This design comes from an exercise in tuning for small area on the open sky130 flow, not from production work. At most, simulation tests tie the RTL to the original design; equivalence was not proved. Function not checked in runs 1 and 2: the RTL went through the layout flow alone. No activity file was given, so power comes from the tool's default toggle rates.

File: flow/flow/run.sh
#!/bin/bash
set -euo pipefail
bash standard.sh "BUFFER_PORTS_ARGS=-buffer_cell sky130_fd_sc_hd__buf_1" finish > standard_flow.log 2>&1
File: flow/standard.sh
#!/bin/bash
# synth_recipe.tcl (not shown) runs the flow's synth.tcl, then flattens the netlist and writes it again
# the make line also repeats each setting of config.mk as NAME=value (left out here)
make -C /OpenROAD-flow-scripts/flow DESIGN_CONFIG=/design/flow/config.mk WORK_HOME=/design/flow/orfs CLKGATE_MAP_FILE= SYNTH_SCRIPT=/design/flow/synth_recipe.tcl "${@:-finish}"
File: flow/config.mk
export PLATFORM = sky130hd
export DESIGN_NAME = yunqi_io
export DESIGN_NICKNAME = yunqi_io
export VERILOG_FILES = /design/flow/design.v
export SDC_FILE = /design/flow/constraint.sdc
export NUM_CORES = 4
export LEC_CHECK = 0
export CAP_MARGIN = 20
export CORE_MARGIN = 2
export CORE_UTILIZATION = 40
export CTS_BUF_LIST = sky130_fd_sc_hd__clkbuf_2 sky130_fd_sc_hd__clkbuf_4
export SLEW_MARGIN = 20
File: flow/constraint.sdc
create_clock -name core_clock -period 40.0 [get_ports {clk}]
set_input_delay 8.0000 -clock core_clock [delete_from_list [all_inputs] [get_ports {clk}]]
set_output_delay 8.0000 -clock core_clock [all_outputs]
set_load 0.01 [all_outputs]
File: flow/design.v
module drv_side (
    input  wire       clk,
    input  wire       rst,
    input  wire       wr,         
    input  wire [7:0] nd,         
    input  wire       off,        
    output wire [11:0] cmp,
    output wire [1:0]  dir,
    output wire [7:0]  duty
);
    reg [7:0] m;      
    reg       nzd;    
    reg       act;    
    reg       init;   
    wire nz = |nd;
    always @(posedge clk) begin
        if (wr && nz)
            m <= nd;
    end
    always @(posedge clk) begin
        if (rst) begin
            nzd  <= 1'b0;
            act  <= 1'b0;
            init <= 1'b1;
        end else if (wr) begin
            nzd <= nz;
            act <= nz;
            if (nz)
                init <= 1'b0;
        end else if (off) begin
            act <= 1'b0;
        end
    end
    wire       s = m[7];
    wire [6:0] w = m[6:0] ^ {7{~s}};
    wire [6:0] v = w + 7'd100 + {6'd0, ~s};    
    assign duty = nzd ? m : 8'd0;
    assign dir  = act ? {~s, s} : 2'b00;
    assign cmp  = init ? 12'd3199 : {v, 5'd0};
endmodule
module yunqi_io (
    input  wire        clk,
    input  wire        rst,
    input  wire        op_valid,
    input  wire [3:0]  op,
    input  wire [7:0]  op_arg,
    input  wire        echo,
    output wire [11:0] cmp_l,
    output wire [11:0] cmp_r,
    output wire [1:0]  dir_l,
    output wire [1:0]  dir_r,
    output wire signed [7:0] duty_l,
    output wire signed [7:0] duty_r,
    output reg         motor_en,
    output reg         refused,
    output reg         msg_valid,
    output reg  [2:0]  msg_id,
    output wire        trig,
    output reg         echo_rdy,
    output reg         dist_valid,
    output wire [19:0] dist_bcd,
    output wire [1:0]  dist_tier
);
    localparam OP_SETL = 4'd0;
    localparam OP_SETR = 4'd1;
    localparam OP_CMD  = 4'd2;
    localparam OP_ON   = 4'd3;
    localparam OP_OFF  = 4'd4;
    localparam OP_TRIG = 4'd5;
    wire op_setl = op_valid && op == OP_SETL;
    wire op_setr = op_valid && op == OP_SETR;
    wire op_cmd  = op_valid && op == OP_CMD;
    wire op_on   = op_valid && op == OP_ON;
    wire op_off  = op_valid && op == OP_OFF;
    wire op_trig = op_valid && op == OP_TRIG;
    wire signed [7:0] arg_s = op_arg;
    wire arg_ok = (arg_s >= -8'sd100) && (arg_s <= 8'sd100);
    reg        c_wr;
    reg [7:0]  c_l, c_r;
    reg [2:0]  c_msg;
    always @(*) begin
        c_wr = 1'b1;
        c_l  = 8'd0;
        c_r  = 8'd0;
        case (op_arg)
            8'h46: begin c_l =  8'd50; c_r =  8'd50; c_msg = 3'd0; end
            8'h42: begin c_l = -8'd50; c_r = -8'd50; c_msg = 3'd1; end
            8'h4C: begin c_l =  8'd10; c_r =  8'd50; c_msg = 3'd2; end
            8'h52: begin c_l =  8'd50; c_r =  8'd10; c_msg = 3'd3; end
            8'h41: begin c_l = -8'd50; c_r =  8'd50; c_msg = 3'd4; end
            8'h43: begin c_l =  8'd50; c_r = -8'd50; c_msg = 3'd5; end
            8'h53: begin c_l =  8'd0;  c_r =  8'd0;  c_msg = 3'd6; end
            default: begin c_wr = 1'b0; c_msg = 3'd7; end
        endcase
    end
    wire       wr_l = (op_setl && arg_ok) || (op_cmd && c_wr);
    wire       wr_r = (op_setr && arg_ok) || (op_cmd && c_wr);
    wire [7:0] nd_l = op_cmd ? c_l : op_arg;
    wire [7:0] nd_r = op_cmd ? c_r : op_arg;
    drv_side u_l (.clk(clk), .rst(rst), .wr(wr_l), .nd(nd_l), .off(op_off),
                  .cmp(cmp_l), .dir(dir_l), .duty(duty_l));
    drv_side u_r (.clk(clk), .rst(rst), .wr(wr_r), .nd(nd_r), .off(op_off),
                  .cmp(cmp_r), .dir(dir_r), .duty(duty_r));
    always @(posedge clk) begin
        msg_id <= c_msg;
        if (rst) begin
            motor_en  <= 1'b0;
            refused   <= 1'b0;
            msg_valid <= 1'b0;
        end else begin
            msg_valid <= op_cmd;
            if ((op_setl || op_setr) && !arg_ok)
                refused <= 1'b1;
            if (op_on)
                motor_en <= 1'b1;
            if (op_off)
                motor_en <= 1'b0;
        end
    end
    reg [3:0] trig_cnt;
    always @(posedge clk) begin
        if (rst)
            trig_cnt <= 4'd0;
        else if (op_trig)
            trig_cnt <= 4'd1;
        else if (trig_cnt == 4'd12)
            trig_cnt <= 4'd0;
        else if (trig_cnt != 4'd0)
            trig_cnt <= trig_cnt + 4'd1;
    end
    assign trig = (trig_cnt >= 4'd3);
    reg        echo_q;
    reg [3:0]  d0, d1, d2, d3;
    reg        d4;
    reg        h;
    reg [10:0] u;
    reg        f1, f2;
    wire [11:0] us  = {1'b0, u} + 12'd429;
    wire        ov  = us[11];
    wire [10:0] un  = ov ? us[10:0] + 11'd798 : us[10:0];
    wire        cy  = h & ov;
    wire c0 = cy && d0 == 4'd9;
    wire c1 = c0 && d1 == 4'd9;
    wire c2 = c1 && d2 == 4'd9;
    wire c3 = c2 && d3 == 4'd9;
    wire wrap = d4 && d3[0] && d2[1] && d1[2] && d0[2] && d0[1] && u[0] == 1'b1;
    wire det1 = d2[1] && h;             
    wire det2 = d2[1] && d2[0] && h;    
    wire t1 = f1 || det1;
    wire t2 = f2 || det2;
    wire load = (echo && !echo_q) || wrap;
    always @(posedge clk) begin
        if (load) begin
            d0 <= 4'd0; d1 <= 4'd0; d2 <= 4'd0; d3 <= 4'd0; d4 <= 1'b0;
            h  <= 1'b1;
            u  <= 11'd798;
            f1 <= 1'b0;
            f2 <= 1'b0;
        end else begin
            h  <= h ^ ov;
            u  <= un;
            d0 <= cy ? (d0 == 4'd9 ? 4'd0 : d0 + 4'd1) : d0;
            d1 <= c0 ? (d1 == 4'd9 ? 4'd0 : d1 + 4'd1) : d1;
            d2 <= c1 ? (d2 == 4'd9 ? 4'd0 : d2 + 4'd1) : d2;
            d3 <= c2 ? (d3 == 4'd9 ? 4'd0 : d3 + 4'd1) : d3;
            d4 <= d4 ^ c3;
            f1 <= t1;
            f2 <= t2;
        end
    end
    wire fall = !echo && echo_q;
    always @(posedge clk) begin
        if (rst) begin
            echo_q     <= 1'b0;
            echo_rdy   <= 1'b0;
            dist_valid <= 1'b0;
        end else begin
            echo_q     <= echo;
            dist_valid <= fall;
            if (fall)
                echo_rdy <= 1'b1;
            else if (op_trig)
                echo_rdy <= 1'b0;
        end
    end
    assign dist_bcd  = {3'd0, d4, d3, d2, d1, d0};
    assign dist_tier = {t2, t1 && !t2};
endmodule
==> impl_metrics.json, run 1 <==
{
  "status": "no timing/DRC/antenna violations",
  "hpwl_um": 6930,
  "post_cts_buffers": 0,
  "finalPower_w": 0.000184,
  "seqPwrFrac_pct": 47.7,
  "ant_nets": 0,
  "cp_max_fo": 11,
  "leakage_nw": 1.66,
  "cts_tree": "done",
  "holdBufCountCts": 0,
  "startpoint_type": "flip-flop",
  "cp_num_buf_inv": 2,
  "die_w_um": 105,
  "drtIter0Drc": 333,
  "power_frac_clock_pct": 20.4,
  "cts.sinks": 66,
  "max_freq_mhz": 95.1,
  "synth_edf_count": 16,
  "nets": 598,
  "htreeDepth": 3,
  "yosysMostFrequentCell": "nor2_1",
  "final.setup.worst_slack_ns": 29.49,
  "grt_pass1_wl_um": 15500,
  "drive_gt1_share_pct": 4.84,
  "placed_cell_area_um2": 4420,
  "synth_cells": 509,
  "cp_data_required_time_ns": 32.00,
  "whs_path_depth": 2,
  "top_layer_used": "met4",
  "switching_power_w": 0.0000691,
  "critical_path_class": "flip-flop to output pin",
  "ctsRootBufferMaster": "clkbuf_4",
  "m1WireLength_um": 4270,
  "ys_warn_count": 2,
  "setup_viol": 0,
  "cap_violations": 0,
  "fp.dieArea_um2": 11100,
  "antenna_found_initial": 0,
  "synth_seq_cells": 66,
  "cts_max_path_buffers": 2,
  "dr.pass1.iters": 4,
  "die_y_um": 105,
  "routed_via_density": 5.06,
  "grt.total_usage_pct": 17.1,
  "tns_ns": 0,
  "hold_viol": 0,
  "synth.yosys.seq_area_share_pct": 36.0,
  "core_area_um2": 10100,
  "grt.overflow.total": 0,
  "post-route-util_pct": 44.7,
  "drc": 0,
  "powerDensity_nw_per_um2": 40.5,
  "yosys.area.top_type_share_pct": 24.3,
  "finish.instance_area_um2": 4530,
  "synth_area_per_cell_um2": 8.09,
  "critPathMaxStageDelay_ns": 0.58,
  "peakVddDrop_mv": 0.0216,
  "met2_wirelength_um": 4290,
  "async_flop_share_pct": 0,
  "io_buffers": 87,
  "clkTransAtPathRegs_ns": 0.12,
  "slew_viol_final": 0,
  "dr_total_vias": 3616,
  "slowest_stage": "edfxtp_1",
  "grt_start_max_net_pins": 23,
  "diodes": 0,
  "cts-resized-gates": 0,
  "hp-class": "flip-flop to flip-flop",
  "crit_arrival_ns": 2.51,
  "end_kind": "output pin",
  "fin_crit_sh_pct": 26.3,
  "pre_cts_ws_ns": 29.61,
  "finalClockSkew_ns": 0.0154,
  "tightest_slew_ns": 0.729,
  "fillers": 1028,
  "initial_utilization_pct": 40.6,
  "synthTopCellsByArea": "dfxtp_1 24%, edfxtp_1 12%, xnor2_1 6.0%, nor2_1 5.5%, o21ai_0 4.4%",
  "cp_num_cells": 10,
  "combPwrFrac_pct": 31.9,
  "syn_area_um2": 4120,
  "wirelength_um": 9240,
  "multi_input_area_um2": 2350,
  "max-slew-margin-rel_pct": 51.3,
  "rows": 37,
  "grt_setup_unrepaired": "false",
  "clk_latency_ns": 0.42,
  "path_cells": "inv_1 -> ha_1 -> ha_1 -> nor2_1 -> a21oi_1 -> nor2_1 -> nor3_1 -> xor2_1 -> nand2_1 -> buf_1",
  "regArea_um2": 1480,
  "wl_per_cell_um": 12.9,
  "yosysTopAreaCell": "dfxtp_1",
  "internal-power_w": 0.000115,
  "ys_top_cells_by_count": "60 x nor2_1, 50 x dfxtp_1, 37 x nand2_1",
  "synthDistinctLibCells": 62,
  "r2r_cells": 11,
  "swShare_pct": 37.6,
  "wl_met3_um": 549,
  "pin_count": 91,
  "period_minus_slack_ns": 10.51,
  "synthFlopType": "dfxtp_1",
  "place_congestion": 0.883,
  "numCtsBuffers": 9,
  "critical-path-top-delay-family": "flip-flops",
  "grt_pass1_vias": 3280,
  "syn_to_final_growth_pct": 10.1
}
==> cell usage in the layout (no fill, tap or decap), types with 3 or more instances in the layout <==
cell type / Yosys / layout
a21o_1: 7 / 7
a21oi_1: 33 / 33
a2bb2oi_1: 3 / 3
a31oi_1: 7 / 7
and2_1: 20 / 20
buf_1: 0 / 87
clkbuf_4: 0 / 9
clkinvlp_4: 0 / 3
conb_1: 1 / 3
dfxtp_1: 50 / 50
edfxtp_1: 16 / 16
ha_1: 9 / 9
inv_1: 25 / 25
mux2i_1: 4 / 4
nand2_1: 37 / 37
nand2b_1: 12 / 12
nand3_1: 12 / 12
nand3b_1: 3 / 3
nor2_1: 60 / 60
nor2b_1: 14 / 14
nor3_1: 15 / 15
nor3b_1: 9 / 9
nor4_1: 4 / 4
o21ai_0: 36 / 36
or2_2: 6 / 6
or3_1: 6 / 6
xnor2_1: 28 / 28
xor2_1: 13 / 13
==> stage by stage <==
| stage | instances | hold WS, ns |
|---|---|---|
| after global placement | 698 | 0.445 |
| after detailed placement | 698 | 0.451 |
| after CTS | 714 | 0.469 |
| final | 714 | 0.467 |
| after floorplan | 511 | 0.439 |
| after global routing | 714 | 0.505 |
==> layer usage <==
metal | global-route usage, % | vias to the layer above
met5 | 0 | -
met4 | 6.57 | 0
met3 | 3.65 | 10
met2 | 27.7 | 108
met1 | 22.2 | 1630
li1 | - | 1868
==> registers in the layout, summed over array words and instances (netlist names), 3 cells and up <==
register	cells
d0	4
d1	4
d2	4
d3	4
msg_id	3
trig_cnt	4
u	11
u_l.m	8
u_r.m	8
==> logic make-up after synthesis <==
logic type                 share of synthesized area (%)
and+or+nand+nor                                     27.4
buffers and inverters                               7.17
other                                             0.0910
muxes                                              0.972
AOI/OAI and AO/OA                                   16.9
DFF                                                 36.0
adders and majority gates                           2.73
xor gates and xnor gates                            8.72
==> final cells by class <==
cell class                      count  area share, %
Multi-Input combinational cell    384           51.8
Sequential cell                    66           32.7
Inverter                           25           2.07
Timing Repair Buffer               87           7.20
Clock inverter                      7          0.993
Clock buffer                        9           1.49
Tap cell                          136           3.75
==> tightest hold or removal path, stage by stage, from the launching register on <==
cell and delay, ns:
dfxtp_1 0.33, inv_1 0.04, o21bai_1 0.06
==> power groups by stage <==
stage | combinational [W] | clock [W] | sequential (W)
floorplan | 0.0000526 | 0 | 0.0000829
global placement | 0.0000571 | 0 | 0.0000888
detailed placement | 0.0000584 | 0 | 0.0000888
CTS | 0.0000587 | 0.0000390 | 0.0000874
global route | 0.0000669 | 0.0000422 | 0.0000891
finish | 0.0000586 | 0.0000375 | 0.0000877
==> final timing paths <==
path / startpoint / endpoint / slack, ns
max: u_r.m[7]$_DFFE_PP_ / cmp_r[11] / 29.49
min: echo_rdy$_SDFFE_PP0P_ / echo_rdy$_SDFFE_PP0P_ / 0.47
max reg2reg: u[0]$_SDFF_PP0_ / d4$_SDFF_PP0_ / 36.84
min reg2reg: echo_rdy$_SDFFE_PP0P_ / echo_rdy$_SDFFE_PP0P_ / 0.47
==> inputs of run 2 (changes only) <==
==> flow/flow/run.sh (replaced) <==
#!/bin/bash
# The standard layout, with two changes:
#  - synthesis maps the logic with an area-oriented ABC script (flow/synth.tcl);
#  - port buffers use the smallest buffer cell.
set -euo pipefail
here=$(pwd)
bash standard.sh "SYNTH_SCRIPT=$here/flow/synth.tcl" \
  "BUFFER_PORTS_ARGS=-buffer_cell sky130_fd_sc_hd__buf_1" finish > flow_make.log 2>&1
==> flow/flow/area.abc (new file) <==
strash
&get -n
&deepsyn -T 5
&put
dch -f
amap
==> flow/flow/synth.tcl (new file) <==
# The standard synthesis (synth_recipe.tcl), with ORFS's full-adder
# extraction turned off and ABC run with an area-oriented script.
set ::area_abc [file join [file dirname [file normalize [info script]]] area.abc]
proc synth {args} { yosys synth -nofsm -noshare {*}$args }
proc abc {args} {
  set i [lsearch -exact $args -script]
  if { $i >= 0 } { lset args [expr {$i + 1}] $::area_abc }
  yosys abc {*}$args
}
set ::env(ADDER_MAP_FILE) ""
source $::env(SCRIPTS_DIR)/synth.tcl
# left out here: clear keep_hierarchy, flatten, clean up, hide names made inside functions, write 1_2_yosys.v
--- a/flow/config.mk
+++ b/flow/config.mk
@@ -8,5 +8,5 @@
 export CAP_MARGIN = 20
 export CORE_MARGIN = 2
 export CORE_UTILIZATION = 40
-export CTS_BUF_LIST = sky130_fd_sc_hd__clkbuf_2 sky130_fd_sc_hd__clkbuf_4
+export CTS_BUF_LIST = sky130_fd_sc_hd__clkbuf_2 sky130_fd_sc_hd__clkbuf_4 sky130_fd_sc_hd__clkbuf_8
 export SLEW_MARGIN = 20
==> impl_metrics.json, run 2 <==
{
  "status": "no timing/DRC/antenna violations",
  "numCtsBuffers": 9,
  "io_buffers": 87,
  "nets": 505,
  "yosysTopAreaCell": "dfxtp_1",
  "final_cell_mix": "93 x nor2_1, 87 x buf_1, 58 x clkinv_1",
  "synth_xor_area_share_pct": 0,
  "hold_viol": 0,
  "pre_cts_ws_ns": 28.60,
  "peakVddDrop_mv": 0.0234,
  "routed_via_density": 4.90,
  "grt_pass1_vias": 2583,
  "synth.yosys.seq_area_share_pct": 47.4,
  "ant_nets": 0,
  "clk_latency_ns": 0.34,
  "final.setup.worst_slack_ns": 28.92,
  "top_regs": "u x11, u_l.m x8, u_r.m x8",
  "whs_path_depth": 2,
  "grt.total_usage_pct": 17.7,
  "period_minus_slack_ns": 11.08,
  "synth_cells": 404,
  "rows": 32,
  "cts_max_path_buffers": 2,
  "muxShareOfSynthArea_pct": 0,
  "synth_top_family_by_area": "simple AND/OR/NAND/NOR gates",
  "crit_top_cell": "o21ai_0",
  "htreeDepth": 3,
  "yosys.area.top_type_share_pct": 32.0,
  "die_y_um": 92.4,
  "synth_compound_area_share_pct": 18.2,
  "r2r_start": "u[0]$_SDFF_PP0_",
  "grt_setup_unrepaired": "false",
  "fp.dieArea_um2": 8540,
  "drc": 0,
  "layout_commonest_cell": "nor2_1",
  "async_flop_share_pct": 0,
  "setup_viol": 0,
  "grt.overflow.total": 0,
  "post_cts_buffers": 0,
  "grt_start_max_net_pins": 20,
  "core_area_um2": 7650,
  "hp-class": "flip-flop to flip-flop",
  "holdBufCountCts": 0,
  "regToRegSetupSlack_ns": 36.08,
  "cts.sinks": 66,
  "wl_per_cell_um": 12.1,
  "cts-resized-gates": 0,
  "synthFlopType": "dfxtp_1",
  "max-slew-margin-rel_pct": 46.0,
  "synth_fa_ha_area_share_pct": 0,
  "ctsRootBufferMaster": "clkbuf_8",
  "ys_top_cells_by_count": "93 x nor2_1, 58 x clkinv_1, 50 x dfxtp_1",
  "slew_viol_final": 0,
  "hold_path_end": "u[10]$_SDFF_PP0_",
  "syn_to_final_growth_pct": 17.5,
  "r2r-end": "d3[3]$_SDFFE_PP0P_",
  "cp_max_fo": 11,
  "slowest_stage": "nor2b_1",
  "wirelength_um": 7190,
  "powerDensity_nw_per_um2": 46.4,
  "antenna_found_initial": 0,
  "synthDistinctLibCells": 37,
  "drive_gt1_share_pct": 3.44,
  "startpoint_type": "input pin",
  "diodes": 0,
  "cts_tree": "done",
  "cp_data_required_time_ns": 39.97,
  "fin_crit_sh_pct": 27.7,
  "critical_path_class": "input pin to flip-flop",
  "hp-start": "u[10]$_SDFF_PP0_",
  "r2r_cells": 27,
  "drtIter0Drc": 148,
  "initial_utilization_pct": 40.9,
  "cap_violations": 0,
  "tightest_slew_ns": 0.808,
  "finalClockSkew_ns": 0.00547,
  "hpwl_um": 5470,
  "yosysMostFrequentCell": "nor2_1",
  "critPathMaxStageDelay_ns": 0.64,
  "path_cells": "buf_1 -> clkinv_1 -> nand2_1 -> nor2_1 -> nand3_1 -> o41ai_1 -> a31oi_1 -> nor2_1 -> o21ai_0 -> o21ai_0 -> nor4_1 -> o21bai_1 -> or2_0 -> o21ai_0 -> nor4b_1 -> nor2b_1",
  "place_congestion": 0.885,
  "ys_warn_count": 2,
  "dr_total_vias": 2919,
  "synth-simple-area-share_pct": 23.6,
  "largest_reg_flops": 11,
  "grt_pass1_wl_um": 12000,
  "end_kind": "flip-flop",
  "synth_seq_cells": 66,
  "leakage_nw": 1.24,
  "crit_arrival_ns": 11.05,
  "synth_edf_count": 16,
  "pin_count": 91,
  "syn_area_um2": 3130,
  "placed_cell_area_um2": 3480,
  "dr.pass1.iters": 4,
  "synth_area_per_cell_um2": 7.74,
  "tns_ns": 0,
  "finish.instance_area_um2": 3670,
  "die_w_um": 92.4,
  "clkTransAtPathRegs_ns": 0.07,
  "top_register": "u",
  "max_freq_mhz": 90.3,
  "synthTopCellsByArea": "dfxtp_1 32%, edfxtp_1 15%, nor2_1 11%, clkinv_1 7.0%, o21ai_0 5.8%"
}
run 2: cell types whose count changed after synthesis, moves of 10 or more:
cell,change
nand2_1,-10
inv_1,-25
a21oi_1,-13
clkbuf_1,-18
xnor2_1,-28
xor2_1,-13
nor2_1,+33
and2_1,-20
clkinv_1,+58
run 2: area by class of cell:
cell class	count	area [um2]
fillers	780	3970
flip-flops and latches	66	1480
multi-input cells	266	1320
repair buffers	88	334
inverters	58	218
clock buffers	11	139
well taps	102	128
clock inverters	5	55.1
run 2: logic make-up (layout without fill, tap and decap cells):
kind of cell | Yosys count | count (layout)
buffers and inverters | 74 | 162
DFF | 66 | 66
AOI/OAI and AO/OA | 94 | 94
and+or+nand+nor | 169 | 169
other | 1 | 3
run 2: layer usage:
| layer | routed length [um] | vias up | GRT usage (%) |
|---|---|---|---|
| met5 | 0 | - | 0 |
| met2 | 3170 | 87 | 27.6 |
| met3 | 433 | 10 | 4.23 |
| met4 | 114 | 0 | 7.34 |
| li1 | - | 1526 | - |
| met1 | 3470 | 1296 | 23.6 |
run 2: worst max-delay path by stage:
stage / start / to / slack (ns) / cells past startpoint
finish: op_arg[5] / u_l.m[2]$_DFFE_PP_ / 28.92 / 16
global route: op_arg[5] / u_l.m[3]$_DFFE_PP_ / 28.53 / 16
CTS: op_arg[5] / u_l.m[2]$_DFFE_PP_ / 28.98 / 16
detailed placement: op_arg[5] / u_l.m[1]$_DFFE_PP_ / 28.60 / 16
global placement: op_arg[5] / u_l.m[2]$_DFFE_PP_ / 28.84 / 16
floorplan: op[3] / u_l.m[0]$_DFFE_PP_ / 29.35 / 12
run 2: per-stage QoR:
step	total power [W]	hold slack (ns)	utilization (%)	cells
2_1_floorplan	0.000109	0.434	-	406
3_3_place_gp	0.000116	0.453	45.5	580
3_5_place_dp	0.000117	0.455	45.5	580
4_1_cts	0.000173	0.474	48.1	596
5_1_grt	0.000182	0.495	48.1	596
6_report	0.000171	0.469	48.1	596
run 2: where the power goes:
| group | internal [W] | switching [W] | total, W |
|---|---|---|---|
| registers | 0.0000763 | 0.00000535 | 0.0000816 |
| logic | 0.0000128 | 0.0000215 | 0.0000343 |
| clock network | 0.0000299 | 0.0000247 | 0.0000546 |
run 2: critical path: cells and delay by family:
kind / cells / cell delay, ns
compound gates: 6 / 0.99
simple gates: 8 / 1.74
buf+inv: 2 / 0.31
==> inputs of run 3 (changes only) <==
--- a/flow/design.v
+++ b/flow/design.v
@@ -148,24 +148,25 @@
     wire det2 = d2[1] && d2[0] && h;    
     wire t1 = f1 || det1;
     wire t2 = f2 || det2;
-    wire load = (echo && !echo_q) || wrap;
     always @(posedge clk) begin
-        if (load) begin
-            d0 <= 4'd0; d1 <= 4'd0; d2 <= 4'd0; d3 <= 4'd0; d4 <= 1'b0;
-            h  <= 1'b1;
-            u  <= 11'd798;
-            f1 <= 1'b0;
-            f2 <= 1'b0;
-        end else begin
-            h  <= h ^ ov;
-            u  <= un;
-            d0 <= cy ? (d0 == 4'd9 ? 4'd0 : d0 + 4'd1) : d0;
-            d1 <= c0 ? (d1 == 4'd9 ? 4'd0 : d1 + 4'd1) : d1;
-            d2 <= c1 ? (d2 == 4'd9 ? 4'd0 : d2 + 4'd1) : d2;
-            d3 <= c2 ? (d3 == 4'd9 ? 4'd0 : d3 + 4'd1) : d3;
-            d4 <= d4 ^ c3;
-            f1 <= t1;
-            f2 <= t2;
+        if (echo) begin
+            if (!echo_q || wrap) begin
+                d0 <= 4'd0; d1 <= 4'd0; d2 <= 4'd0; d3 <= 4'd0; d4 <= 1'b0;
+                h  <= 1'b1;
+                u  <= !echo_q ? 11'd1227 : 11'd798;
+                f1 <= 1'b0;
+                f2 <= 1'b0;
+            end else begin
+                h  <= h ^ ov;
+                u  <= un;
+                d0 <= cy ? (d0 == 4'd9 ? 4'd0 : d0 + 4'd1) : d0;
+                d1 <= c0 ? (d1 == 4'd9 ? 4'd0 : d1 + 4'd1) : d1;
+                d2 <= c1 ? (d2 == 4'd9 ? 4'd0 : d2 + 4'd1) : d2;
+                d3 <= c2 ? (d3 == 4'd9 ? 4'd0 : d3 + 4'd1) : d3;
+                d4 <= d4 ^ c3;
+                f1 <= t1;
+                f2 <= t2;
+            end
         end
     end
     wire fall = !echo && echo_q;
==> flow/run.sh (new file) <==
#!/bin/bash
# synth_recipe.tcl (not shown) runs the flow's synth.tcl, then flattens the netlist and writes it again
# the make line also repeats each setting of config.mk as NAME=value (left out here)
make -C /OpenROAD-flow-scripts/flow DESIGN_CONFIG=/design/flow/config.mk WORK_HOME=/design/flow/orfs CLKGATE_MAP_FILE= SYNTH_SCRIPT=/design/flow/synth_recipe.tcl finish
--- a/flow/config.mk
+++ b/flow/config.mk
@@ -8,5 +8,4 @@
 export CAP_MARGIN = 20
 export CORE_MARGIN = 2
 export CORE_UTILIZATION = 40
-export CTS_BUF_LIST = sky130_fd_sc_hd__clkbuf_2 sky130_fd_sc_hd__clkbuf_4 sky130_fd_sc_hd__clkbuf_8
 export SLEW_MARGIN = 20
removed: flow/flow/run.sh
removed: flow/flow/area.abc
removed: flow/flow/synth.tcl
removed: flow/standard.sh
==> impl_metrics.json, run 3 <==
{
  "status": "no timing/DRC/antenna violations",
  "die_y_um": 112,
  "placed_cell_area_um2": 5520,
  "place_congestion": 0.862,
  "routed_via_density": 5.47,
  "async_flop_share_pct": 0,
  "diodes": 0,
  "wirelength_um": 11300,
  "io_buffers": 87,
  "hp-start": "refused$_SDFFE_PP0P_",
  "grt_pass1_wl_um": 18300,
  "setup_viol": 0,
  "synthFlopType": "edfxtp_1",
  "tns_ns": 0,
  "holdBufCountCts": 0,
  "wl_per_cell_um": 15.6,
  "grt_start_max_net_pins": 25,
  "top_regs": "u x11, u_l.m x8, u_r.m x8",
  "dr.pass1.iters": 5,
  "cp-startpoint": "u_l.m[7]$_DFFE_PP_",
  "r2r_cells": 6,
  "max_freq_mhz": 91.5,
  "cts_tree": "done",
  "ant_nets": 0,
  "fp.dieArea_um2": 12600,
  "tightest_slew_ns": 0.799,
  "cts_max_path_buffers": 2,
  "synth_seq_cells": 66,
  "dr_total_vias": 3968,
  "finalClockSkew_ns": 0.00701,
  "combPwrFrac_pct": 17.1,
  "regArea_um2": 1790,
  "clk_latency_ns": 0.33,
  "pin_count": 91,
  "yosysTopAreaCell": "edfxtp_1",
  "end_kind": "output pin",
  "startpoint_type": "flip-flop",
  "top_register": "u",
  "drtIter0Drc": 217,
  "cap_violations": 0,
  "period_minus_slack_ns": 10.93,
  "ctsRootBufferMaster": "clkbuf_16",
  "slew_viol_final": 0,
  "rows": 39,
  "critPathMaxStageDelay_ns": 0.66,
  "swShare_pct": 26.6,
  "core_area_um2": 11400,
  "internal-power_w": 0.000135,
  "r2r_start": "u[0]$_DFFE_PP_",
  "cts-resized-gates": 0,
  "drc": 0,
  "antenna_found_initial": 0,
  "peakVddDrop_mv": 0.0168,
  "synth_cells": 509,
  "cp_max_fo": 13,
  "switching_power_w": 0.0000489,
  "seqPwrFrac_pct": 44.6,
  "synth.yosys.seq_area_share_pct": 38.3,
  "final_cell_mix": "87 x clkdlybuf4s50_1, 47 x nor2_1, 47 x edfxtp_1",
  "htreeDepth": 3,
  "post_cts_buffers": 0,
  "slowest_stage": "edfxtp_1",
  "layout_commonest_cell": "clkdlybuf4s50_1",
  "fin_crit_sh_pct": 27.3,
  "syn_area_um2": 4680,
  "fillers": 1079,
  "grt.overflow.total": 0,
  "finish.instance_area_um2": 5790,
  "hpwl_um": 8390,
  "yosys.area.top_type_share_pct": 30.2,
  "path_cells": "inv_1 -> ha_1 -> ha_1 -> o21ai_0 -> o21ai_0 -> o22ai_1 -> xnor2_1 -> nand2b_1 -> clkdlybuf4s50_1",
  "max-slew-margin-rel_pct": 46.8,
  "hold_viol": 0,
  "leakage_nw": 2.12,
  "crit_arrival_ns": 2.93,
  "cts.sinks": 66,
  "powerDensity_nw_per_um2": 31.7,
  "grt.total_usage_pct": 17.9,
  "clkTransAtPathRegs_ns": 0.05,
  "synthDistinctLibCells": 73,
  "ys_warn_count": 2,
  "grt_pass1_vias": 3732,
  "grt_setup_unrepaired": "false",
  "hp-class": "flip-flop to flip-flop",
  "synth_edf_count": 47,
  "whs_path_depth": 2,
  "ys_top_cells_by_count": "47 x edfxtp_1, 47 x nor2_1, 42 x nand2_1",
  "numCtsBuffers": 9,
  "multi_input_area_um2": 2550,
  "nets": 610,
  "critical_path_class": "flip-flop to output pin",
  "synth_area_per_cell_um2": 9.19,
  "drive_gt1_share_pct": 6.36,
  "power_frac_clock_pct": 38.4,
  "largest_reg_flops": 11,
  "cp_data_required_time_ns": 32.00,
  "die_w_um": 112,
  "syn_to_final_growth_pct": 23.8,
  "initial_utilization_pct": 41.0,
  "synthTopCellsByArea": "edfxtp_1 30%, dfxtp_1 8.1%, xnor2_1 4.9%, ha_1 4.5%, nor2_1 3.8%"
}
==> run 3: cell types whose count changed after synthesis, moves of 12 or more <==
cell | previous run | this run
xnor2_1 | 0 | 26
o21ai_0 | 36 | 21
ha_1 | 0 | 17
inv_1 | 0 | 31
xor2_1 | 0 | 12
and2_1 | 0 | 20
nand2_1 | 27 | 42
dfxtp_1 | 50 | 19
clkinv_1 | 58 | 0
nor2_1 | 93 | 47
edfxtp_1 | 16 | 47
==> run 3: cell families after synthesis <==
group	share of synthesized area [%]
compound gates	17.5
xor+xnor	7.46
fa+ha+maj	4.55
buf+inv	7.52
flops	38.3
mux	2.22
other cells	0.0802
simple gates	22.4
==> run 3: path summary, 6_finish.rpt <==
kind	end	slack, ns
worst max-delay path	cmp_l[11]	29.07
worst min-delay path	refused$_SDFFE_PP0P_	0.47
worst max register to register	u[8]$_DFFE_PP_	37.49
worst min register to register	refused$_SDFFE_PP0P_	0.47
==> run 3: final cells by class <==
| cell class | count | share of cell area, % |
|---|---|---|
| clock inverter | 4 | 0.324 |
| sequential | 66 | 30.9 |
| multi-input combinational | 379 | 44.0 |
| tap | 143 | 3.09 |
| inverter | 31 | 2.01 |
| timing repair buffer | 90 | 15.4 |
| clock buffer | 12 | 4.26 |
==> run 3: routing by layer <==
metal / GRT usage, % / share of wire, % / vias to the layer above
li1: - / - / 1949
met1: 22.4 / 43 / 1878
met2: 29.6 / 49 / 124
met3: 4.05 / 5.7 / 17
met4: 7.89 / 2.4 / 0
met5: 0 / 0 / -
==> run 3: power groups by stage <==
stage | Sequential, W | Combinational (W) | Clock, W
after floorplan | 0.0000818 | 0.0000223 | 0
after global placement | 0.0000831 | 0.0000308 | 0
after detailed placement | 0.0000832 | 0.0000313 | 0
after CTS | 0.0000819 | 0.0000315 | 0.0000723
after global routing | 0.0000826 | 0.0000347 | 0.0000750
final | 0.0000820 | 0.0000314 | 0.0000705
==> run 3: stage by stage <==
step                      hold WS, ns  setup WS, ns  total power (W)  std cells  utilization, %
after floorplan                 0.439         29.85         0.000104        511               -
after global placement          0.446         28.97         0.000114        709            48.4
after detailed placement        0.451         28.89         0.000114        709            48.4
after CTS                       0.463         29.05         0.000186        725            50.7
after global routing            0.488         28.83         0.000192        725            50.7
final                           0.466         29.07         0.000184        725            50.7
==> run 3: worst max-delay path: cells and delay by family (launching register included) <==
kind | cells | cell delay, ns
buf+inv | 2 | 0.70
flops | 1 | 0.66
compound gates | 3 | 0.59
fa+ha+maj | 2 | 0.47
xor+xnor | 1 | 0.11
simple gates | 1 | 0.07
==> inputs of run 4 (changes only) <==
--- a/flow/design.v
+++ b/flow/design.v
@@ -9,34 +9,26 @@
     output wire [7:0]  duty
 );
     reg [7:0] m;      
-    reg       nzd;    
-    reg       act;    
-    reg       init;   
+    reg [1:0] q;
     wire nz = |nd;
     always @(posedge clk) begin
         if (wr && nz)
             m <= nd;
     end
     always @(posedge clk) begin
-        if (rst) begin
-            nzd  <= 1'b0;
-            act  <= 1'b0;
-            init <= 1'b1;
-        end else if (wr) begin
-            nzd <= nz;
-            act <= nz;
-            if (nz)
-                init <= 1'b0;
-        end else if (off) begin
-            act <= 1'b0;
-        end
+        if (rst)
+            q <= 2'b00;
+        else if (wr)
+            q <= nz ? 2'b11 : {1'b0, |q};
+        else if (off)
+            q[0] <= q[0] & ~q[1];
     end
     wire       s = m[7];
     wire [6:0] w = m[6:0] ^ {7{~s}};
     wire [6:0] v = w + 7'd100 + {6'd0, ~s};    
-    assign duty = nzd ? m : 8'd0;
-    assign dir  = act ? {~s, s} : 2'b00;
-    assign cmp  = init ? 12'd3199 : {v, 5'd0};
+    assign duty = q[1] ? m : 8'd0;
+    assign dir  = (q == 2'b11) ? {~s, s} : 2'b00;
+    assign cmp  = (q == 2'b00) ? 12'd3199 : {v, 5'd0};
 endmodule
 module yunqi_io (
     input  wire        clk,
@@ -132,41 +124,40 @@
     reg        echo_q;
     reg [3:0]  d0, d1, d2, d3;
     reg        d4;
-    reg        h;
-    reg [10:0] u;
+    reg [1:0]  a;
+    reg [9:0]  b;
     reg        f1, f2;
-    wire [11:0] us  = {1'b0, u} + 12'd429;
-    wire        ov  = us[11];
-    wire [10:0] un  = ov ? us[10:0] + 11'd798 : us[10:0];
-    wire        cy  = h & ov;
+    wire       ov  = b >= 10'd196;           
+    wire [9:0] bn  = ov ? b - 10'd196 : b + 10'd429;
+    wire       cy  = ov && a == 2'd3;
+    wire       h   = a[1];
     wire c0 = cy && d0 == 4'd9;
     wire c1 = c0 && d1 == 4'd9;
     wire c2 = c1 && d2 == 4'd9;
     wire c3 = c2 && d3 == 4'd9;
-    wire wrap = d4 && d3[0] && d2[1] && d1[2] && d0[2] && d0[1] && u[0] == 1'b1;
+    wire wrap = d4 && d3[0] && d2[1] && d1[2] && d0[2] && d0[1] && a[0];
     wire det1 = d2[1] && h;             
     wire det2 = d2[1] && d2[0] && h;    
     wire t1 = f1 || det1;
     wire t2 = f2 || det2;
+    wire load = !echo_q || wrap;
     always @(posedge clk) begin
-        if (echo) begin
-            if (!echo_q || wrap) begin
-                d0 <= 4'd0; d1 <= 4'd0; d2 <= 4'd0; d3 <= 4'd0; d4 <= 1'b0;
-                h  <= 1'b1;
-                u  <= !echo_q ? 11'd1227 : 11'd798;
-                f1 <= 1'b0;
-                f2 <= 1'b0;
-            end else begin
-                h  <= h ^ ov;
-                u  <= un;
-                d0 <= cy ? (d0 == 4'd9 ? 4'd0 : d0 + 4'd1) : d0;
-                d1 <= c0 ? (d1 == 4'd9 ? 4'd0 : d1 + 4'd1) : d1;
-                d2 <= c1 ? (d2 == 4'd9 ? 4'd0 : d2 + 4'd1) : d2;
-                d3 <= c2 ? (d3 == 4'd9 ? 4'd0 : d3 + 4'd1) : d3;
-                d4 <= d4 ^ c3;
-                f1 <= t1;
-                f2 <= t2;
-            end
+        if (load) begin
+            d0 <= 4'd0; d1 <= 4'd0; d2 <= 4'd0; d3 <= 4'd0; d4 <= 1'b0;
+            a  <= 2'd2;
+            b  <= 10'd0;
+            f1 <= 1'b0;
+            f2 <= 1'b0;
+        end else begin
+            a  <= a + {1'b0, ov};
+            b  <= bn;
+            d0 <= cy ? (d0 == 4'd9 ? 4'd0 : d0 + 4'd1) : d0;
+            d1 <= c0 ? (d1 == 4'd9 ? 4'd0 : d1 + 4'd1) : d1;
+            d2 <= c1 ? (d2 == 4'd9 ? 4'd0 : d2 + 4'd1) : d2;
+            d3 <= c2 ? (d3 == 4'd9 ? 4'd0 : d3 + 4'd1) : d3;
+            d4 <= d4 ^ c3;
+            f1 <= t1;
+            f2 <= t2;
         end
     end
     wire fall = !echo && echo_q;
==> flow/flow/run.sh (new file) <==
#!/bin/bash
# The standard layout, with these changes:
#  - synthesis maps the logic with an area-oriented ABC script (flow/synth.tcl,
#    flow/area.abc); registers are mapped exactly as in the standard synthesis;
#  - port buffers use the smallest buffer cell;
#  - clock tree synthesis uses clkbuf_4 and inserts no dummy loads;
#  - one tie cell per constant value instead of one per load.
set -euo pipefail
here=$(pwd)
bash standard.sh "SYNTH_SCRIPT=$here/flow/synth.tcl" \
  "BUFFER_PORTS_ARGS=-buffer_cell sky130_fd_sc_hd__buf_1" \
  "CTS_ARGS=-sink_clustering_enable -repair_clock_nets -dont_use_dummy_load -buf_list sky130_fd_sc_hd__clkbuf_4" \
  SKIP_REPAIR_TIE_FANOUT=1 \
  finish > flow_make.log 2>&1
==> flow/flow/area.abc (new file) <==
strash
&get -n
&deepsyn -T 5
&put
dch -f
amap
==> flow/flow/synth.tcl (new file) <==
# The standard synthesis (synth_recipe.tcl), with ORFS's full-adder
# extraction turned off and ABC run with an area-oriented script.
set ::area_abc [file join [file dirname [file normalize [info script]]] area.abc]
proc synth {args} { yosys synth -nofsm -noshare {*}$args }
proc abc {args} {
  set i [lsearch -exact $args -script]
  if { $i >= 0 } { lset args [expr {$i + 1}] $::area_abc }
  yosys abc {*}$args
}
set ::env(ADDER_MAP_FILE) ""
source $::env(SCRIPTS_DIR)/synth.tcl
# left out here: clear keep_hierarchy, flatten, clean up, hide names made inside functions, write 1_2_yosys.v
==> flow/standard.sh (new file) <==
#!/bin/bash
# synth_recipe.tcl (not shown) runs the flow's synth.tcl, then flattens the netlist and writes it again
# the make line also repeats each setting of config.mk as NAME=value (left out here)
make -C /OpenROAD-flow-scripts/flow DESIGN_CONFIG=/design/flow/config.mk WORK_HOME=/design/flow/orfs CLKGATE_MAP_FILE= SYNTH_SCRIPT=/design/flow/synth_recipe.tcl "${@:-finish}"
--- a/flow/config.mk
+++ b/flow/config.mk
@@ -8,4 +8,5 @@
 export CAP_MARGIN = 20
 export CORE_MARGIN = 2
 export CORE_UTILIZATION = 40
+export GPL_TIMING_DRIVEN = 0
 export SLEW_MARGIN = 20
removed: flow/run.sh
==> impl_metrics.json, run 4 <==
{
  "grt_start_max_net_pins": 16,
  "timing.hold.ws_ns": 0.467,
  "syn_to_final_growth_pct": 17.7,
  "powerDensity_nw_per_um2": 30.9,
  "hpwl_um": 5160,
  "finalClockSkew_ns": 0.0264,
  "cp-startpoint": "op[3]",
  "cts_tree": "done",
  "r2r-end": "d3[1]$_SDFFE_PP0P_",
  "synth.yosys.seq_area_share_pct": 47.5,
  "regToRegSetupSlack_ns": 35.77,
  "syn_area_um2": 3030,
  "cts_max_path_buffers": 2,
  "cts.sinks": 64,
  "slew_viol_final": 0,
  "critPathMaxStageDelay_ns": 0.56,
  "nets": 511,
  "cp_num_buf_inv": 1,
  "r2r_cells": 23,
  "initial_utilization_pct": 41.6,
  "path_cells": "buf_1 -> nand2b_1 -> nor2_1 -> nand2_1 -> nor2_1 -> nand2_1 -> o22ai_1 -> nor2_1 -> o21ai_0 -> or3_1 -> o21ai_0 -> nor4b_1 -> nor2b_1 -> nor2_1 -> nor2_1",
  "critical-path-top-delay-family": "simple AND/OR/NAND/NOR gates",
  "end_kind": "flip-flop",
  "critical_path_class": "input pin to flip-flop",
  "r2r_start": "b[3]$_SDFF_PP0_",
  "holdBufCountCts": 0,
  "top_regs": "b x10, u_l.m x8, u_r.m x8",
  "wirelength_um": 6570,
  "setup_viol": 0,
  "status": "no timing/DRC/antenna violations",
  "max_freq_mhz": 91.0,
  "dr.pass1.iters": 4,
  "diodes": 0,
  "numCtsBuffers": 9,
  "synth_seq_cells": 64,
  "finalPower_w": 0.000110,
  "layout_commonest_cell": "nor2_1",
  "ctsRootBufferMaster": "clkbuf_4",
  "grt.total_usage_pct": 16.2,
  "yosys.area.top_type_share_pct": 31.7,
  "cp_max_fo": 15,
  "tns_ns": 0,
  "final.setup.worst_slack_ns": 29.01,
  "leakage_nw": 1.24,
  "slowest_stage": "nor2_1",
  "dr_total_vias": 2834,
  "top_register": "b",
  "place_congestion": 0.840,
  "cp_num_cells": 15,
  "placed_cell_area_um2": 3500,
  "synth_cells": 396,
  "ant_nets": 0,
  "synthDistinctLibCells": 33,
  "drtIter0Drc": 65,
  "crit_end": "u_r.q[1]$_SDFFE_PP0N_",
  "drive_gt1_share_pct": 4.87,
  "ys_warn_count": 2,
  "cap_violations": 0,
  "die_w_um": 91.1,
  "antenna_found_initial": 0,
  "hp-class": "flip-flop to flip-flop",
  "cts-resized-gates": 0,
  "die_y_um": 91.1,
  "cp_data_required_time_ns": 40.25,
  "pre_cts_ws_ns": 28.59,
  "peakVddDrop_mv": 0.0142,
  "crit_arrival_ns": 11.24,
  "ys_top_cells_by_count": "98 x nor2_1, 49 x clkinv_1, 48 x dfxtp_1",
  "yosysMostFrequentCell": "nor2_1",
  "drc": 0,
  "async_flop_share_pct": 0,
  "core_area_um2": 7290,
  "grt.overflow.total": 0,
  "post_cts_buffers": 0,
  "synthFlopType": "dfxtp_1",
  "crit_top_cell": "nor2_1",
  "finish.instance_area_um2": 3570,
  "synthTopCellsByArea": "dfxtp_1 32%, edfxtp_1 16%, nor2_1 12%, clkinv_1 6.1%, o21ai_0 5.3%",
  "wl_per_cell_um": 11.1,
  "largest_reg_flops": 10,
  "synth_edf_count": 16,
  "grt_pass1_vias": 2524,
  "max-slew-margin-rel_pct": 47.3,
  "yosysTopAreaCell": "dfxtp_1",
  "clkTransAtPathRegs_ns": 0.08,
  "clk_latency_ns": 0.39,
  "fp.dieArea_um2": 8300,
  "pin_count": 91,
  "rows": 31,
  "fin_crit_sh_pct": 27.5,
  "grt_setup_unrepaired": "false",
  "htreeDepth": 3,
  "final_cell_mix": "98 x nor2_1, 88 x buf_1, 49 x clkinv_1",
  "tightest_slew_ns": 0.788,
  "routed_via_density": 4.79,
  "io_buffers": 87,
  "grt_pass1_wl_um": 10900,
  "period_minus_slack_ns": 10.99,
  "hold_viol": 0,
  "startpoint_type": "input pin",
  "synth_area_per_cell_um2": 7.66
}
-- run 4: cell types whose count changed after synthesis, sizes merged, moves of 16 or more --
| cell | previous run | this run |
|---|---|---|
| a21oi | 29 | 13 |
| and2 | 20 | 1 |
| clkinv | 0 | 49 |
| dfxtp | 19 | 48 |
| edfxtp | 47 | 16 |
| ha | 17 | 0 |
| inv | 31 | 0 |
| nor2 | 47 | 98 |
| xnor2 | 26 | 0 |
-- run 4: cell type report --
class,instances,area [um2]
flip-flops and latches,64,1440
clock buffers,9,67.6
fillers,779,3720
plain buffers,14,101
inverters,49,184
multi-input cells,269,1310
repair buffers,88,342
well taps,99,124
-- run 4: power by group --
part	switching, W	internal (W)	total [W]	leakage [nW]
Combinational	0.00000767	0.00000449	0.0000122	0.669
Sequential	0.000000865	0.0000677	0.0000686	0.532
Clock	0.0000191	0.0000105	0.0000296	0.0414
-- run 4: worst register-to-register path, stage by stage, from the launching register on --
cell	delay [ns]
dfxtp_1	0.33
o41a_1	0.44
nand2_1	0.14
nand2_1	0.08
nor2_1	0.34
clkinv_1	0.23
and3_1	0.24
nand2_1	0.11
nor2b_1	0.07
nor2_1	0.12
and3_1	0.23
nand2_1	0.10
o21ai_0	0.24
nor2_1	0.12
nand2_1	0.12
o21ai_0	0.12
nor2_1	0.18
nand2_1	0.12
nor2b_1	0.21
nand2_1	0.12
o21ai_0	0.27
nor2_1	0.07
nor2_1	0.09
nor3_1	0.05
-- run 4: worst min path at each step --
stage | from | to | cells past startpoint
2_1_floorplan | b[9]$_SDFF_PP0_ | b[9]$_SDFF_PP0_ | 2
3_3_place_gp | echo_rdy$_SDFFE_PP0P_ | echo_rdy$_SDFFE_PP0P_ | 1
3_5_place_dp | echo_rdy$_SDFFE_PP0P_ | echo_rdy$_SDFFE_PP0P_ | 1
4_1_cts | b[9]$_SDFF_PP0_ | b[9]$_SDFF_PP0_ | 2
5_1_grt | echo_rdy$_SDFFE_PP0P_ | echo_rdy$_SDFFE_PP0P_ | 1
6_report | echo_rdy$_SDFFE_PP0P_ | echo_rdy$_SDFFE_PP0P_ | 1
-- run 4: kinds of logic after synthesis --
| logic type | Yosys count | synth area share [%] |
|---|---|---|
| buffers and inverters | 63 | 9.40 |
| AND/OR/NAND/NOR | 190 | 27.4 |
| other | 1 | 0.124 |
| AO/OA/AOI/OAI | 78 | 15.6 |
| flip-flops | 64 | 47.5 |
-- run 4: stage by stage --
step                instances  utilization (%)
finish                    592             49.0
global route              592             49.0
CTS                       592             49.0
detailed placement        583             48.0
global placement          582             47.8
floorplan                 396                -
-- run 4: layer usage --
layer  up-vias  wire, um  track usage [%]
met3        10       337             3.82
met4         0        75             6.82
met1      1221      2970             18.3
met5         -         0                0
li1       1533         -                -
met2        70      3180             29.1
==> inputs of run 5 (changes only) <==
--- a/flow/config.mk
+++ b/flow/config.mk
@@ -7,6 +7,6 @@
 export LEC_CHECK = 0
 export CAP_MARGIN = 20
 export CORE_MARGIN = 2
-export CORE_UTILIZATION = 40
+export CORE_UTILIZATION = 60
 export GPL_TIMING_DRIVEN = 0
 export SLEW_MARGIN = 20
==> impl_metrics.json, run 5 <==
{
  "grt_pass1_wl_um": 10100,
  "grt_pass1_vias": 2453,
  "finalPower_w": 0.000110,
  "critical_path_class": "input pin to flip-flop",
  "fp.dieArea_um2": 5640,
  "wirelength_um": 6230,
  "diodes": 0,
  "period_minus_slack_ns": 11.03,
  "synthTopCellsByArea": "dfxtp_1 32%, edfxtp_1 16%, nor2_1 12%, clkinv_1 6.1%, o21ai_0 5.3%",
  "cts_max_path_buffers": 2,
  "r2r_cells": 23,
  "cp_max_fo": 15,
  "hp-class": "flip-flop to flip-flop",
  "fin_crit_sh_pct": 27.6,
  "yosysTopAreaCell": "dfxtp_1",
  "wl_per_cell_um": 11.1,
  "synthDistinctLibCells": 33,
  "ctsRootBufferMaster": "clkbuf_4",
  "htreeDepth": 3,
  "synth.yosys.seq_area_share_pct": 47.5,
  "async_flop_share_pct": 0,
  "top_regs": "b x10, u_l.m x8, u_r.m x8",
  "drive_gt1_share_pct": 4.87,
  "status": "no timing/DRC/antenna violations",
  "grt_start_max_net_pins": 19,
  "cp_data_required_time_ns": 40.26,
  "synth_edf_count": 16,
  "powerDensity_nw_per_um2": 31.2,
  "tns_ns": 0,
  "grt.total_usage_pct": 23.7,
  "setup_viol": 0,
  "place_congestion": 0.867,
  "dr_total_vias": 2886,
  "drtIter0Drc": 205,
  "layout_commonest_cell": "nor2_1",
  "initial_utilization_pct": 63.4,
  "io_buffers": 87,
  "yosys.area.top_type_share_pct": 31.7,
  "top_layer_used": "met4",
  "core_area_um2": 4790,
  "startpoint_type": "input pin",
  "drc": 0,
  "cts.sinks": 64,
  "routed_via_density": 5.15,
  "end_kind": "flip-flop",
  "synth_cells": 396,
  "antenna_found_initial": 0,
  "tightest_slew_ns": 0.755,
  "pin_count": 91,
  "hpwl_um": 4910,
  "yosysMostFrequentCell": "nor2_1",
  "m1WireLength_um": 2530,
  "synth_seq_cells": 64,
  "ys_warn_count": 2,
  "clk_latency_ns": 0.40,
  "slew_viol_final": 0,
  "die_y_um": 75.1,
  "dr.pass1.iters": 9,
  "numCtsBuffers": 9,
  "die_w_um": 75.1,
  "hold_viol": 0,
  "whs_path_depth": 1,
  "peakVddDrop_mv": 0.0292,
  "post-route-util_pct": 73.8,
  "holdBufCountCts": 0,
  "finalClockSkew_ns": 0.0235,
  "syn_to_final_growth_pct": 16.4,
  "cap_violations": 0,
  "top_register": "b",
  "ant_nets": 0,
  "crit_arrival_ns": 11.30,
  "synthFlopType": "dfxtp_1",
  "grt.overflow.total": 0,
  "rows": 25,
  "post_cts_buffers": 0,
  "largest_reg_flops": 10,
  "synth_area_per_cell_um2": 7.66,
  "dp.cells": 551,
  "leakage_nw": 1.24,
  "syn_area_um2": 3030,
  "max-slew-margin-rel_pct": 49.5,
  "nets": 511,
  "max_freq_mhz": 90.6,
  "wl_met3_um": 484,
  "met2_wirelength_um": 3030,
  "cts_tree": "done",
  "clkTransAtPathRegs_ns": 0.10,
  "final_cell_mix": "98 x nor2_1, 88 x buf_1, 49 x clkinv_1",
  "fin_cells": 560,
  "grt_setup_unrepaired": "false",
  "cts-resized-gates": 0,
  "ys_top_cells_by_count": "98 x nor2_1, 49 x clkinv_1, 48 x dfxtp_1"
}
==> run 5: cell counts after synthesis <==
No cell type changed its count.
==> run 5: path summary, 6_finish.rpt <==
kind / from / to / slack [ns]
setup / recovery: op[3] / u_l.q[0]$_SDFFE_PP0P_ / 28.97
hold / removal: echo_rdy$_SDFFE_PP0P_ / echo_rdy$_SDFFE_PP0P_ / 0.46
setup reg to reg: b[3]$_SDFF_PP0_ / d3[1]$_SDFFE_PP0P_ / 35.83
hold reg to reg: echo_rdy$_SDFFE_PP0P_ / echo_rdy$_SDFFE_PP0P_ / 0.46
==> run 5: cell families (layout without fill, tap and decap cells) <==
group	Yosys count	in the layout	synth area share (%)
AOI/OAI and AO/OA	78	78	15.6
buffers and inverters	63	160	9.40
DFF	64	64	47.5
other	1	1	0.124
and+or+nand+nor	190	190	27.4
==> run 5: where the power goes <==
part	switching (W)	internal (W)	total, W
combinational	0.00000766	0.00000449	0.0000121
clock	0.0000189	0.0000104	0.0000294
sequential	0.000000875	0.0000677	0.0000686
==> run 5: per-stage QoR <==
stage	setup slack [ns]	area (um2)	hold WS [ns]
floorplan	29.43	3030	0.437
global placement	28.73	3440	0.435
detailed placement	28.71	3460	0.438
CTS	29.12	3530	0.463
global route	28.60	3530	0.479
finish	28.97	3530	0.456
==> run 5: per-layer routing <==
layer | GRT usage (%) | vias to the layer above
li1 | - | 1528
met1 | 25.8 | 1231
met2 | 41.0 | 111
met3 | 6.02 | 16
met4 | 15.1 | 0
met5 | 0 | -
==> run 5: worst max-delay path, stage by stage <==
cell and delay (ns):
buf_1 0.06, nand2b_1 0.14, nor2_1 0.22, nand2_1 0.12, nor2_1 0.57, nand2_1 0.28, o22ai_1 0.36, nor2_1 0.14
o21ai_0 0.21, or3_1 0.15, o21ai_0 0.12, nor4b_1 0.42, nor2b_1 0.28, nor2_1 0.17, nor3_1 0.06
==> run 5: cell type report <==
| type | count | area, um2 |
|---|---|---|
| Clock buffer | 9 | 67.6 |
| Inverter | 49 | 184 |
| Timing Repair Buffer | 88 | 342 |
| Sequential cell | 64 | 1440 |
| Multi-Input combinational cell | 269 | 1310 |
| Buffer | 14 | 101 |
| Tap cell | 67 | 83.8 |
| Fill cell | 404 | 1250 |
==> inputs of run 6 (changes only) <==
==> flow/flow/area.abc (replaced) <==
strash
&get -n
&deepsyn -I 4 -J 50 -T 120
&put
dch -f
amap
--- a/flow/config.mk
+++ b/flow/config.mk
@@ -7,6 +7,5 @@
 export LEC_CHECK = 0
 export CAP_MARGIN = 20
 export CORE_MARGIN = 2
-export CORE_UTILIZATION = 60
-export GPL_TIMING_DRIVEN = 0
+export CORE_UTILIZATION = 50
 export SLEW_MARGIN = 20
==> impl_metrics.json, run 6 <==
{
  "htreeDepth": 3,
  "ctsRootBufferMaster": "clkbuf_4",
  "core_area_um2": 5890,
  "ys_warn_count": 2,
  "rows": 28,
  "post-route-util_pct": 58.2,
  "io_buffers": 87,
  "max_freq_mhz": 92.7,
  "crit_arrival_ns": 11.02,
  "startpoint_type": "input pin",
  "synthFlopType": "dfxtp_1",
  "ys_top_cells_by_count": "98 x nor2_1, 49 x clkinv_1, 48 x dfxtp_1",
  "end_kind": "flip-flop",
  "cp_data_required_time_ns": 40.24,
  "tightest_slew_ns": 0.763,
  "grt.overflow.total": 0,
  "slew_viol_final": 0,
  "drive_gt1_share_pct": 2.09,
  "synthTopCellsByArea": "dfxtp_1 32%, edfxtp_1 16%, nor2_1 12%, clkinv_1 6.1%, o21ai_0 5.3%",
  "syn_to_final_growth_pct": 13.0,
  "hp-start": "echo_rdy$_SDFFE_PP0P_",
  "period_minus_slack_ns": 10.79,
  "combPwrFrac_pct": 10.2,
  "setup_viol": 0,
  "cp_max_fo": 15,
  "swShare_pct": 24.9,
  "initial_utilization_pct": 51.6,
  "wl_per_cell_um": 11.8,
  "syn_area_um2": 3030,
  "leakage_nw": 1.18,
  "top_regs": "b x10, u_l.m x8, u_r.m x8",
  "layout_commonest_cell": "nor2_1",
  "wirelength_um": 6520,
  "status": "no timing/DRC/antenna violations",
  "die_w_um": 81.9,
  "grt_start_max_net_pins": 25,
  "cts-resized-gates": 0,
  "cts_tree": "done",
  "regArea_um2": 1440,
  "final_cell_mix": "98 x nor2_1, 87 x buf_1, 49 x clkinv_1",
  "multi_input_area_um2": 1310,
  "hp-class": "flip-flop to flip-flop",
  "cts_max_path_buffers": 2,
  "drtIter0Drc": 143,
  "synth_edf_count": 16,
  "seqPwrFrac_pct": 63.0,
  "r2r_cells": 23,
  "powerDensity_nw_per_um2": 31.8,
  "r2r-end": "d3[1]$_SDFFE_PP0P_",
  "diodes": 0,
  "drc": 0,
  "async_flop_share_pct": 0,
  "pin_count": 91,
  "top_register": "b",
  "fp.dieArea_um2": 6710,
  "die_y_um": 81.9,
  "pre_cts_ws_ns": 28.83,
  "power_frac_clock_pct": 26.8,
  "grt_setup_unrepaired": "false",
  "synth_area_per_cell_um2": 7.66,
  "place_congestion": 0.911,
  "peakVddDrop_mv": 0.0216,
  "switching_power_w": 0.0000271,
  "fin_crit_sh_pct": 27.0,
  "grt_pass1_vias": 2358,
  "largest_reg_flops": 10,
  "clk_latency_ns": 0.39,
  "cp-startpoint": "op[3]",
  "grt.total_usage_pct": 19.9,
  "cap_violations": 0,
  "numCtsBuffers": 9,
  "yosys.area.top_type_share_pct": 31.7,
  "ant_nets": 0,
  "dr_total_vias": 2817,
  "grt_pass1_wl_um": 10100,
  "nets": 497,
  "whs_path_depth": 1,
  "routed_via_density": 5.08,
  "r2r_start": "b[3]$_SDFF_PP0_",
  "post_cts_buffers": 0,
  "synth_cells": 396,
  "cts.sinks": 64,
  "max-slew-margin-rel_pct": 49.1,
  "hold_path_end": "echo_rdy$_SDFFE_PP0P_",
  "clkTransAtPathRegs_ns": 0.11,
  "dr.pass1.iters": 4,
  "synth.yosys.seq_area_share_pct": 47.5,
  "finalClockSkew_ns": 0.0249,
  "hold_viol": 0,
  "yosysMostFrequentCell": "nor2_1",
  "timing.hold.ws_ns": 0.458,
  "hpwl_um": 5130,
  "critical_path_class": "input pin to flip-flop",
  "yosysTopAreaCell": "dfxtp_1",
  "fillers": 564,
  "synth_seq_cells": 64,
  "regToRegSetupSlack_ns": 35.77,
  "synthDistinctLibCells": 33,
  "internal-power_w": 0.0000818,
  "tns_ns": 0,
  "antenna_found_initial": 0,
  "final.setup.worst_slack_ns": 29.21,
  "holdBufCountCts": 0
}
==> run 6: cell count changes in the layout (fill, tap and decap cells not counted) <==
cell / delta
buf_1: -1
buf_4: -12
buf_8: -1
o21ai_1: +1
o21ai_2: -1
==> run 6: cell type report <==
cell class / instances / area share [%]
clock buffers: 9 / 1.97
well taps: 75 / 2.74
inverters: 49 / 5.36
multi-input cells: 269 / 38.1
repair buffers: 88 / 9.74
flip-flops and latches: 64 / 42.0
==> run 6: worst max-delay path, stage by stage <==
cell	delay, ns
buf_1	0.06
nand2b_1	0.14
nor2_1	0.19
nand2_1	0.11
nor2_1	0.52
nand2_1	0.26
o22ai_1	0.30
nor2_1	0.12
o21ai_0	0.19
or3_1	0.14
o21ai_0	0.10
nor4b_1	0.41
nor2b_1	0.28
nor2_1	0.16
nor2_1	0.05
==> run 6: per-layer routing <==
metal  track usage (%)  vias up  share of wire (%)
met5                 0        -                  0
met2              34.5       93                 48
met3              5.71       12                6.9
met4              8.67        0                1.4
met1              22.8     1208                 43
li1                  -     1504                  -
==> run 6: worst max path at each step <==
stage | endpoint | slack, ns
5_1_grt | u_l.q[1]$_SDFFE_PP0N_ | 28.87
3_3_place_gp | u_l.q[0]$_SDFFE_PP0P_ | 28.93
6_report | u_l.q[1]$_SDFFE_PP0N_ | 29.21
2_1_floorplan | u_l.m[0]$_DFFE_PP_ | 29.43
4_1_cts | u_l.q[1]$_SDFFE_PP0N_ | 29.23
3_5_place_dp | u_l.q[1]$_SDFFE_PP0N_ | 28.83
==> run 6: per-stage QoR <==
step	area, um2	total power (W)	cells
floorplan	3030	0.0000782	396
global placement	3360	0.0000811	545
detailed placement	3360	0.0000813	545
CTS	3430	0.000110	554
global route	3430	0.000114	554
finish	3430	0.000109	554
==> run 6: cells by family after synthesis <==
logic type / share of synthesized area (%)
other cells: 0.124
flops: 47.5
compound gates: 15.6
simple gates: 27.4
buf+inv: 9.40
==> run 6: power by group through the flow <==
stage | clock network [W] | logic, W | registers (W)
5_1_grt | 0.0000326 | 0.0000126 | 0.0000689
6_report | 0.0000292 | 0.0000111 | 0.0000687
4_1_cts | 0.0000301 | 0.0000112 | 0.0000687
2_1_floorplan | 0 | 0.00000824 | 0.0000700
3_5_place_dp | 0 | 0.0000111 | 0.0000702
3_3_place_gp | 0 | 0.0000110 | 0.0000701
==> inputs of run 7 (changes only) <==
==> flow/flow/run.sh (replaced) <==
#!/bin/bash
# The standard layout, with three changes:
#  - synthesis maps the logic with an area-oriented ABC script (flow/synth.tcl,
#    flow/area.abc); registers are mapped exactly as in the standard synthesis;
#  - port buffers use the smallest buffer cell;
#  - clock tree synthesis inserts no dummy loads.
set -euo pipefail
here=$(pwd)
bash standard.sh "SYNTH_SCRIPT=$here/flow/synth.tcl" \
  "BUFFER_PORTS_ARGS=-buffer_cell sky130_fd_sc_hd__buf_1" \
  "CTS_ARGS=-sink_clustering_enable -repair_clock_nets -dont_use_dummy_load -buf_list {sky130_fd_sc_hd__clkbuf_4 sky130_fd_sc_hd__clkbuf_8}" \
  finish > flow_make.log 2>&1
==> flow/flow/area.abc (replaced) <==
strash
&get -n
&deepsyn -T 5
&put
dch -f
amap
--- a/flow/config.mk
+++ b/flow/config.mk
@@ -7,5 +7,5 @@
 export LEC_CHECK = 0
 export CAP_MARGIN = 20
 export CORE_MARGIN = 2
-export CORE_UTILIZATION = 50
+export CORE_UTILIZATION = 40
 export SLEW_MARGIN = 20
==> impl_metrics.json, run 7 <==
{
  "leakage_nw": 1.21,
  "top_register": "b",
  "wl_met3_um": 486,
  "pin_count": 91,
  "synthFlopType": "dfxtp_1",
  "cap_violations": 0,
  "max_freq_mhz": 92.6,
  "finish.instance_area_um2": 3520,
  "initial_utilization_pct": 41.6,
  "dr.pass1.iters": 4,
  "top_layer_used": "met4",
  "syn_area_um2": 3030,
  "synth_seq_cells": 64,
  "nets": 499,
  "io_buffers": 87,
  "core_area_um2": 7290,
  "end_kind": "flip-flop",
  "die_y_um": 91.1,
  "cp_max_fo": 15,
  "grt_pass1_vias": 2536,
  "peakVddDrop_mv": 0.0205,
  "largest_reg_flops": 10,
  "holdBufCountCts": 0,
  "max-slew-margin-rel_pct": 48.2,
  "synth_area_per_cell_um2": 7.66,
  "cp_num_buf_inv": 1,
  "yosys.area.top_type_share_pct": 31.7,
  "syn_to_final_growth_pct": 16.1,
  "rows": 31,
  "diodes": 0,
  "top_regs": "b x10, u_l.m x8, u_r.m x8",
  "antenna_found_initial": 0,
  "path_cells": "buf_1 -> nand2b_1 -> nor2_1 -> nand2_1 -> nor2_1 -> nand2_1 -> o22ai_1 -> nor2_1 -> o21ai_0 -> or3_1 -> o21ai_0 -> nor4b_1 -> nor2b_1 -> nor2_1 -> nor3_1",
  "m1WireLength_um": 2870,
  "cts-resized-gates": 0,
  "cts.sinks": 64,
  "drtIter0Drc": 113,
  "cts_max_path_buffers": 2,
  "ctsRootBufferMaster": "clkbuf_8",
  "startpoint_type": "input pin",
  "grt.overflow.total": 0,
  "met2_wirelength_um": 3030,
  "drc": 0,
  "synthDistinctLibCells": 33,
  "final_cell_mix": "98 x nor2_1, 87 x buf_1, 49 x clkinv_1",
  "clkTransAtPathRegs_ns": 0.07,
  "dr_total_vias": 2840,
  "layout_commonest_cell": "nor2_1",
  "fp.dieArea_um2": 8300,
  "crit_top_cell": "nor2_1",
  "slew_viol_final": 0,
  "wl_per_cell_um": 11.3,
  "wirelength_um": 6570,
  "routed_via_density": 4.90,
  "powerDensity_nw_per_um2": 34.3,
  "cts_tree": "done",
  "grt_setup_unrepaired": "false",
  "tns_ns": 0,
  "setup_viol": 0,
  "synth_cells": 396,
  "critPathMaxStageDelay_ns": 0.53,
  "ant_nets": 0,
  "hold_viol": 0,
  "finalClockSkew_ns": 0.00942,
  "period_minus_slack_ns": 10.80,
  "synth_edf_count": 16,
  "cp_data_required_time_ns": 40.19,
  "post_cts_buffers": 0,
  "critical_path_class": "input pin to flip-flop",
  "critical-path-top-delay-family": "simple AND/OR/NAND/NOR gates",
  "placed_cell_area_um2": 3400,
  "ys_warn_count": 2,
  "yosysMostFrequentCell": "nor2_1",
  "clk_latency_ns": 0.34,
  "grt_start_max_net_pins": 25,
  "yosysTopAreaCell": "dfxtp_1",
  "place_congestion": 0.852,
  "htreeDepth": 3,
  "ys_top_cells_by_count": "98 x nor2_1, 49 x clkinv_1, 48 x dfxtp_1",
  "hpwl_um": 5150,
  "synth.yosys.seq_area_share_pct": 47.5,
  "fin_crit_sh_pct": 27.0,
  "async_flop_share_pct": 0,
  "numCtsBuffers": 9,
  "slowest_stage": "nor2_1",
  "die_w_um": 91.1,
  "crit_arrival_ns": 10.99,
  "hp-class": "flip-flop to flip-flop",
  "grt.total_usage_pct": 16.9,
  "drive_gt1_share_pct": 2.08,
  "status": "no timing/DRC/antenna violations",
  "grt_pass1_wl_um": 11100,
  "tightest_slew_ns": 0.776,
  "synthTopCellsByArea": "dfxtp_1 32%, edfxtp_1 16%, nor2_1 12%, clkinv_1 6.1%, o21ai_0 5.3%"
}
run 7: tightest hold or removal path, delay by kind of cell, from the launching register on:
family             cells  cell delay, ns
AOI/OAI and AO/OA      1            0.05
and+or+nand+nor        1            0.05
DFF                    1            0.31
run 7: path summary, 6_finish.rpt:
path	startpoint	end	slack, ns	cells past startpoint
worst max register to register	b[3]$_SDFF_PP0_	d3[1]$_SDFFE_PP0P_	35.76	23
worst max-delay path	op[3]	u_r.q[0]$_SDFFE_PP0P_	29.20	15
worst min-delay path	b[9]$_SDFF_PP0_	b[9]$_SDFF_PP0_	0.46	2
worst min register to register	b[9]$_SDFF_PP0_	b[9]$_SDFF_PP0_	0.46	2
run 7: per-layer routing:
layer  vias to the layer above  global-route usage (%)
li1                       1495                       -
met4                         0                    8.59
met3                        16                    5.98
met1                      1234                    19.6
met5                         -                       0
met2                        95                    27.4
run 7: stage by stage:
stage,utilization (%),setup WS [ns],hold slack (ns),power (W),std cells
after floorplan,-,29.43,0.437,0.0000782,398
after global placement,46.6,28.93,0.445,0.0000812,571
after detailed placement,46.6,28.85,0.453,0.0000813,571
after CTS,48.3,29.22,0.462,0.000122,580
after global routing,48.3,28.64,0.483,0.000127,580
final,48.3,29.20,0.458,0.000121,580
run 7: logic make-up after synthesis:
group           after synthesis  synth area share (%)
simple gates                190                  27.4
compound gates               78                  15.6
flops                        64                  47.5
buf+inv                      63                  9.40
other cells                   1                 0.124
run 7: area by class of cell:
class                      instances  area (um2)
clock buffer                       9         124
multi-input combinational        271        1320
sequential                        64        1440
inverter                          49         184
fill                             765        3770
timing repair buffer              88         334
tap                               99         124
run 7: power breakdown:
| part | total, W | switching (W) | internal (W) |
|---|---|---|---|
| registers | 0.0000688 | 0.000000890 | 0.0000679 |
| logic | 0.0000111 | 0.00000752 | 0.00000362 |
| clock network | 0.0000409 | 0.0000209 | 0.0000200 |

Check on run 7: ideal ports give 29.199 ns setup slack; a clkbuf_16 on the clock port and buf_2 on the inputs give 29.206 ns; moving port delays by the midpoint clock arrival (0.360 ns) as well gives 28.846 ns.
